Source: an optimization exercise on an open RTL-to-GDS flow (aim: a short achievable clock period and few clock cycles per item). Production flows keep margins and buffers that such runs may drop.
In this exercise RTL edits were held to simulation tests only and were not proved equivalent to the original.

## job 5887
## bitpack_codec
module bitpack_codec (
    input  wire       clk,
    input  wire       rst,
    input  wire       enc_in_valid,
    output wire       enc_in_ready,
    input  wire       enc_in_end,
    input  wire [7:0] enc_in_data,
    output wire       enc_out_valid,
    input  wire       enc_out_ready,
    output wire [7:0] enc_out_data,
    output wire       enc_done,
    output wire       enc_collision,
    input  wire       dec_in_valid,
    output wire       dec_in_ready,
    input  wire       dec_in_eof,
    input  wire [7:0] dec_in_data,
    output wire       dec_out_valid,
    input  wire       dec_out_ready,
    output wire [7:0] dec_out_data,
    output wire       dec_done,
    output wire [2:0] dec_status
);
    compression_encoder_fsm u_enc (
        .clk(clk), .rst(rst),
        .in_valid(enc_in_valid), .in_ready(enc_in_ready),
        .in_end(enc_in_end), .in_data(enc_in_data),
        .out_valid(enc_out_valid), .out_ready(enc_out_ready),
        .out_data(enc_out_data),
        .enc_done(enc_done), .enc_collision(enc_collision)
    );
    compression_decoder_fsm u_dec (
        .clk(clk), .rst(rst),
        .in_valid(dec_in_valid), .in_ready(dec_in_ready),
        .in_eof(dec_in_eof), .in_data(dec_in_data),
        .out_valid(dec_out_valid), .out_ready(dec_out_ready),
        .out_data(dec_out_data),
        .dec_done(dec_done), .dec_status(dec_status)
    );
endmodule
make LEC_CHECK=0 CAP_MARGIN=20 CORE_MARGIN=2 CORE_UTILIZATION=40 SETUP_SLACK_MARGIN=3.4 SLEW_MARGIN=20 TNS_END_PERCENT=100 finish   # period 6.0 ns
run.sh (not shown) runs the stock make flow with config.mk's settings and CLKGATE_MAP_FILE= SYNTH_SCRIPT=/design/flow/synth_recipe.tcl, a recipe that flattens the netlist after the stock synthesis.
Testbench counts of job 5887, summed over its fixed seeds: cycles 55,642, items 54,748.
What job 5404 does differently from job 5887 at the input level:
--- a/flow/design.v
+++ b/flow/design.v
@@ -110,65 +110,31 @@
     reg  [5:0] cm;                        
     reg        cl;                        
     reg        s0v, s1v, s0l, s1l;
     reg  [7:0] s0d, s1d;
     reg        done;
     wire       mv   = s0v && out_ready;
     wire       ce   = !cm[0];
     wire       qe   = (qc == 4'd0);
-    wire       z_r1 = h1d && h1 == 8'h00;
-    wire       z_r2 = h0d && h0 == 8'h00;
-    wire       z_o0 = h1d && opt0 == 8'h00;
-    wire       z_o1 = h1d && opt1 == 8'h00;
-    wire       z_o2 = h1d && opt2 == 8'h00;
-    wire       z_o3 = h1d && opt3 == 8'h00;
-    wire       z_fm = !z_r1 && !z_r2 && (z_o0 || z_o1 || z_o2 || z_o3);
-    wire [1:0] z_op = z_r1 ? 2'b11 : z_r2 ? 2'b10 : z_fm ? 2'b01 : 2'b00;
-    wire [1:0] z_sel = z_o0 ? 2'd0 : z_o1 ? 2'd1 : z_o2 ? 2'd2 : 2'd3;
-    wire [3:0] kh2  = !b_v ? kh : b_fm ? {kh[1:0], kh[3:2]} : {kh[2:0], kh[3]};
-    wire [7:0] cb2  = b_v ? ctrl_f : cb;
-    reg  [7:0] ctrl_z;
-    always @(*) begin
-        ctrl_z = cb2;
-        if (kh2[0]) begin ctrl_z[7:6] = z_op; if (z_fm) ctrl_z[5:4] = z_sel; end
-        if (kh2[1]) begin ctrl_z[5:4] = z_op; if (z_fm) ctrl_z[3:2] = z_sel; end
-        if (kh2[2]) begin ctrl_z[3:2] = z_op; if (z_fm) ctrl_z[1:0] = z_sel; end
-        if (kh2[3]) ctrl_z[1:0] = z_op;
-    end
-    wire       kz1  = kh2[0] && !z_fm;
-    wire       kz2  = (kh2[1] && !z_fm) || (kh2[0] && z_fm);
-    wire       kz3  = (kh2[2] && !z_fm) || (kh2[1] && z_fm);
-    wire [7:0] fillz = kz1 ? 8'h3F : kz2 ? 8'h0F : kz3 ? 8'h03 : 8'h00;
-    wire [7:0] fz   = kh2[0] ? 8'h01 : (ctrl_z | fillz);
-    wire       fzl  = kh2[0];
-    reg        fe;
-    wire       fast = take && in_end && !rst_q && ce && qe && !(b_v && kfull) &&
-                      !s1v && (!s0v || mv);
-    wire [7:0] es0 = fe ? e1 : e0;
-    wire [7:0] es1 = fe ? e2 : e1;
-    wire [7:0] es2 = fe ? e3 : e2;
-    wire [7:0] es3 = fe ? e4 : e3;
-    wire [7:0] es4 = fe ? e5 : e4;
-    wire [5:0] esm = fe ? {1'b0, em[5:1]} : em;
-    wire       avail = !ce || !qe || (push && esm[0]);
+    wire       avail = !ce || !qe || push;
     wire       rd    = avail && !s1v;
     reg  [7:0] g0, g1, g2, g3, g4, g5;
     reg  [5:0] gm;
     reg        gl;
     always @(*) begin
         if (!ce) begin
             g0 = c0; g1 = c1; g2 = c2; g3 = c3; g4 = c4; g5 = c5;
             gm = cm; gl = cl;
         end else if (!qe) begin
             g0 = q0[rp]; g1 = q1[rp]; g2 = q2[rp]; g3 = q3[rp]; g4 = q4[rp]; g5 = q5[rp];
             gm = qm[rp]; gl = ql[rp];
         end else begin
-            g0 = es0; g1 = es1; g2 = es2; g3 = es3; g4 = es4; g5 = e5;
-            gm = esm; gl = b_end;
+            g0 = e0; g1 = e1; g2 = e2; g3 = e3; g4 = e4; g5 = e5;
+            gm = em; gl = b_end;
         end
     end
     wire       glast = gl && !gm[1];
     wire       qpop  = ce && !qe;            
     wire       qpush = push && !(ce && qe);  
     assign out_valid     = !(rst || s0n);
     assign out_data      = s0d;
     assign enc_done      = done;
@@ -196,34 +162,32 @@
         end
         if (rd) begin
             c0 <= g1; c1 <= g2; c2 <= g3; c3 <= g4; c4 <= g5;
         end else if (ce) begin
             c0 <= g0; c1 <= g1; c2 <= g2; c3 <= g3; c4 <= g4; c5 <= g5;
         end
         cl <= gl;
         if (!s0v || mv) begin
-            s0d <= s1v ? s1d : fast ? fz : g0;
-            s0l <= s1v ? s1l : fast ? fzl : glast;
+            s0d <= s1v ? s1d : g0;
+            s0l <= s1v ? s1l : glast;
         end
         if (rd) begin
             s1d <= g0;
             s1l <= glast;
         end
         rst_q <= rst;
         if (rst) begin
             nrdy  <= 1'b0;
             h0d   <= 1'b0;
             h1d   <= 1'b0;
             b_v   <= 1'b0;
             b_end <= 1'b0;
             ended <= 1'b0;
-            fe    <= 1'b0;
         end else begin
-            fe    <= fast;
             if (take && !in_end) begin
                 h0d <= h1d;
                 h1d <= 1'b1;
             end
             b_v   <= take && !in_end;
             b_end <= take && in_end;
             if (take && in_end) ended <= 1'b1;
             nrdy  <= ended || (take && in_end) || (qc > 4'd4 && !rst_q);
@@ -247,18 +211,18 @@
             end
             if (flush && ctrl1 == 8'h01) coll <= 1'b1;
             if (qpush) wp <= wp + 3'd1;
             if (qpop)  rp <= rp + 3'd1;
             qc <= qc + {3'd0, qpush} - {3'd0, qpop};
             if (rd)               cm <= {1'b0, gm[5:1]};
             else if (ce && avail) cm <= gm;
             if (!s0v || mv) begin
-                s0v <= s1v || rd || fast;
-                s0n <= !(s1v || rd || fast);
+                s0v <= s1v || rd;
+                s0n <= !(s1v || rd);
                 s1v <= 1'b0;
             end else if (rd) begin
                 s1v <= 1'b1;
             end
             if (mv && s0l) done <= 1'b1;
         end
         if (rst) begin
             s0v  <= 1'b0;
==> comparison <==
Looking at minimum setup slack in the final design across job 5404 and job 5887, the one that comes out higher is job 5404.
Post-route core utilization in job 5404 vs job 5887: down 0.49 points
Post-route minimum period, job 5404 and job 5887, higher one = job 5887.
Job 5404 against job 5887: met3 wire length now sits lower, non-clock buffer count has decreased, worst hold slack went down, flip-flop and latch share of the layout cell area rose by 1.9 points, cell count along the critical path increased 1.
Testbench counts of job 5404, summed over its fixed seeds: cycles 55,685, items 54,748.

-- afterwards: timing with drivers on the ports --
No port has a modelled driver above. Below, the same layouts with a new extraction and two added sets of constraints.
Step 1: set_driving_cell puts a clkbuf_16 on clk and a buf_2 on each other input, an assumption about the parent block.
Step 2 adds t to the input delays and takes it off the output delays; t is the mean of the earliest and latest rising clock arrival at the registers after step 1. Input paths then give back, and output paths get back, about the clock's delay inside the block.
Slacks: ideal ports / drivers / drivers and shift; pairs: ideal ports / drivers.
run | shift t [ns] | setup WS [ns] | worst hold slack (ns) | pins driven straight from the clock port
job 5887 | 0.718 | 2.977 / 3.005 / 2.286 | 0.465 / 0.465 / 0.465 | 1
job 5404 | 0.724 | 2.992 / 3.020 / 2.296 | 0.455 / 0.455 / 0.455 | 1
After both steps every run listed still meets setup and hold. The setup slack of job 5404, which loses most, moves by +0.028 ns with the drivers and by -0.696 ns with both steps.
